From an optimization exercise on the open Yosys and OpenROAD flow, aimed at small area, a short achievable clock period and few clock cycles; shortcuts taken in it are not production practice. Function was checked by simulation only, so behaviour that the tests miss may differ from the original.

## v6
// lz4crc
module lz4crc (
    input  wire        clk,
    input  wire        rst,             
    input  wire        cmd_valid,
    output wire        cmd_ready,
    input  wire [7:0]  cmd_op,
    input  wire [31:0] cmd_src,
    input  wire [31:0] cmd_len,
    input  wire [31:0] cmd_dst,
    input  wire [31:0] cmd_cap,
    output reg         done,
    output reg  [7:0]  status,
    output reg  [31:0] result,
    output wire        mem_req,
    output wire        mem_we,
    output wire [29:0] mem_addr,
    output wire [3:0]  mem_wstrb,
    output wire [31:0] mem_wdata,
    input  wire        mem_gnt,
    input  wire        mem_rvalid,
    input  wire [31:0] mem_rdata
);
Size in the first run: ~5000 cells after synthesis, ~280 I/O pins, ~42000 sq um of cells after synthesis.
==> flow/config.mk <==
export PLATFORM = sky130hd
export DESIGN_NAME = lz4crc
export DESIGN_NICKNAME = lz4crc
export VERILOG_FILES = /design/flow/design.v
export SDC_FILE = /design/flow/constraint.sdc
export NUM_CORES = 4
export LEC_CHECK = 0
export CAP_MARGIN = 20
export CORE_MARGIN = 2
export CORE_UTILIZATION = 40
export SETUP_SLACK_MARGIN = 2.0
export SLEW_MARGIN = 20
==> flow/constraint.sdc <==
create_clock -name core_clock -period 8.0 [get_ports {clk}]
set_input_delay 1.6000 -clock core_clock [delete_from_list [all_inputs] [get_ports {clk}]]
set_output_delay 1.6000 -clock core_clock [all_outputs]
set_load 0.01 [all_outputs]
run.sh (not shown) runs the stock make flow with config.mk's settings and CLKGATE_MAP_FILE= SYNTH_SCRIPT=/design/flow/synth_recipe.tcl, a recipe that flattens the netlist after the stock synthesis.
Testbench counts of v6, summed over its fixed seeds: cycles 72,177.
Relative to v6, the following input files were edited for v7:
--- a/flow/design.v
+++ b/flow/design.v
@@ -546,18 +546,14 @@
     wire rd_go = rd_rdy && mem_gnt;
     wire       cons   = hdr_rdy || (wr_go && !use_per);
     wire [2:0] ncons  = nhdr_c;
     wire [2:0] posn   = {1'b0, pos} + ncons;
     wire       xdrop  = (state == S_MCOPY) && !acc_nz && pf && (pos != 2'd0);
     wire       shift  = (cons && !fits3(pos, ncons)) || xdrop;
     wire       load   = mem_rvalid && (disc == 3'd0);
-    wire       fwd    = wr_go && msrc && !per && !pf && (dh == 4'd0) && (wl == 2'd0) &&
-                        (ncopy == 3'd4) && (outs == 2'd0) && a_more && (nv_s != 2'd3);
-    wire       wld    = load || fwd;
-    wire [31:0] wdat  = fwd ? xw : mem_rdata;
     wire       drop   = mem_rvalid && (disc != 3'd0);
     wire [1:0] nv_s   = nval - {1'b0, shift};
     wire [1:0] outs_n = outs + {1'b0, rd_go} - {1'b0, load};
     wire [2:0] disc_d = disc - {2'b0, drop};
     wire [2:0] disc_n = disc_d + {1'b0, outs_n};
     wire [7:0] hb = y[7:0];    
     wire        chk      = (state == S_CHECK);
@@ -603,35 +599,35 @@
         end else begin
             done <= 1'b0;
             if (cons) pos <= posn[1:0];
             if (shift) begin
                 w0 <= w1;
                 w1 <= w2;
             end
-            if (wld) begin
-                if ((nval == 2'd0) || (nval == 2'd1 && shift)) w0 <= wdat;
-                if ((nval == 2'd1 && !shift) || (nval == 2'd2 && shift)) w1 <= wdat;
-                if ((nval == 2'd2 && !shift) || (nval == 2'd3 && shift)) w2 <= wdat;
+            if (load) begin
+                if ((nval == 2'd0) || (nval == 2'd1 && shift)) w0 <= mem_rdata;
+                if ((nval == 2'd1 && !shift) || (nval == 2'd2 && shift)) w1 <= mem_rdata;
+                if ((nval == 2'd2 && !shift) || (nval == 2'd3 && shift)) w2 <= mem_rdata;
             end
-            nval <= nv_s + {1'b0, wld};
+            nval <= nv_s + {1'b0, load};
             outs <= outs_n;
             disc <= disc_d;
-            if (rd_go || fwd) rq <= addr_inc;
+            if (rd_go) rq <= addr_inc;
             if (rd_go && pf) sf <= sf + 2'd1;
             if (rd_go && msrc) begin
                 mw <= mw - 2'd1;
                 dh <= dh - 4'd1;
             end
             if (wr_go) begin
                 wp  <= {wp_c ? addr_inc : wp[31:2], wl_n[1:0]};
                 acc  <= acc_sum;
                 az   <= acc_lo8 && (acc[2:0] <= room);
                 alt4 <= acc_lo8 && !acc_d3[2];
                 ahi  <= (acc[32:5] != 28'd0) || (acc[4] && (acc[3:0] >= {1'b0, ncopy}));
-                if (({1'b0, wl} + ncopy) == 3'd4 && dh != 4'd15 && !fwd) dh <= dh + 4'd1;
+                if (({1'b0, wl} + ncopy) == 3'd4 && dh != 4'd15) dh <= dh + 4'd1;
                 if (use_per)
                     case (off3)
                         3'd1: ph <= 2'd0;
                         3'd2: ph <= {1'b0, ph[0] ^ ncopy[0]};
                         3'd3: ph <= (({1'b0, ph} + ncopy) >= 3'd6) ? ({1'b0, ph} + ncopy - 3'd6) :
                                     (({1'b0, ph} + ncopy) >= 3'd3) ? ({1'b0, ph} + ncopy - 3'd3) :
                                     ({1'b0, ph} + ncopy);
==> comparison <==
On path depth of the worst reg2reg path: between v7 and v6, it ends up lower for v7.
Category of the critical setup timing path: flip-flop to primary output -> v7, flip-flop to flip-flop -> v6
v6 -> v7: maximum number of pins on one net before global-route repair increased by more than a quarter
In the flow results for v7 and v6, the clock-buffer cell count is smaller on v7.
Against v6, v7 comes in 0.96 points lower on area growth from synthesis to final layout.
v7 went all the way through the flow, and no timing, DRC or antenna check failed.
v7 against v6: global-route wire length before repair now larger.
Testbench counts of v7, summed over its fixed seeds: cycles 77,454.

## static timing again, ports no longer ideal
The results above use ideal ports. As a check the final layouts listed here were re-extracted and re-timed, cells and wires unchanged.
Step 1 assumes that a clkbuf_16 drives the clock port and a buf_2 every other input.
Step 2 also shifts input and output timing later by t, the mid clock arrival at the registers, as if the neighbouring blocks saw the same clock.
Slacks: no drivers / after step 1 / after step 2; pairs: no drivers / after step 1.
| run | t, ns | setup WS [ns] | cell pins on the clock port's net |
|---|---|---|---|
| v6 | 0.736 | 1.840 / 1.840 / 1.840 | 1 |
| v7 | 0.734 | 2.031 / 1.956 / 2.157 | 1 |
After both steps every run listed still meets setup and hold.
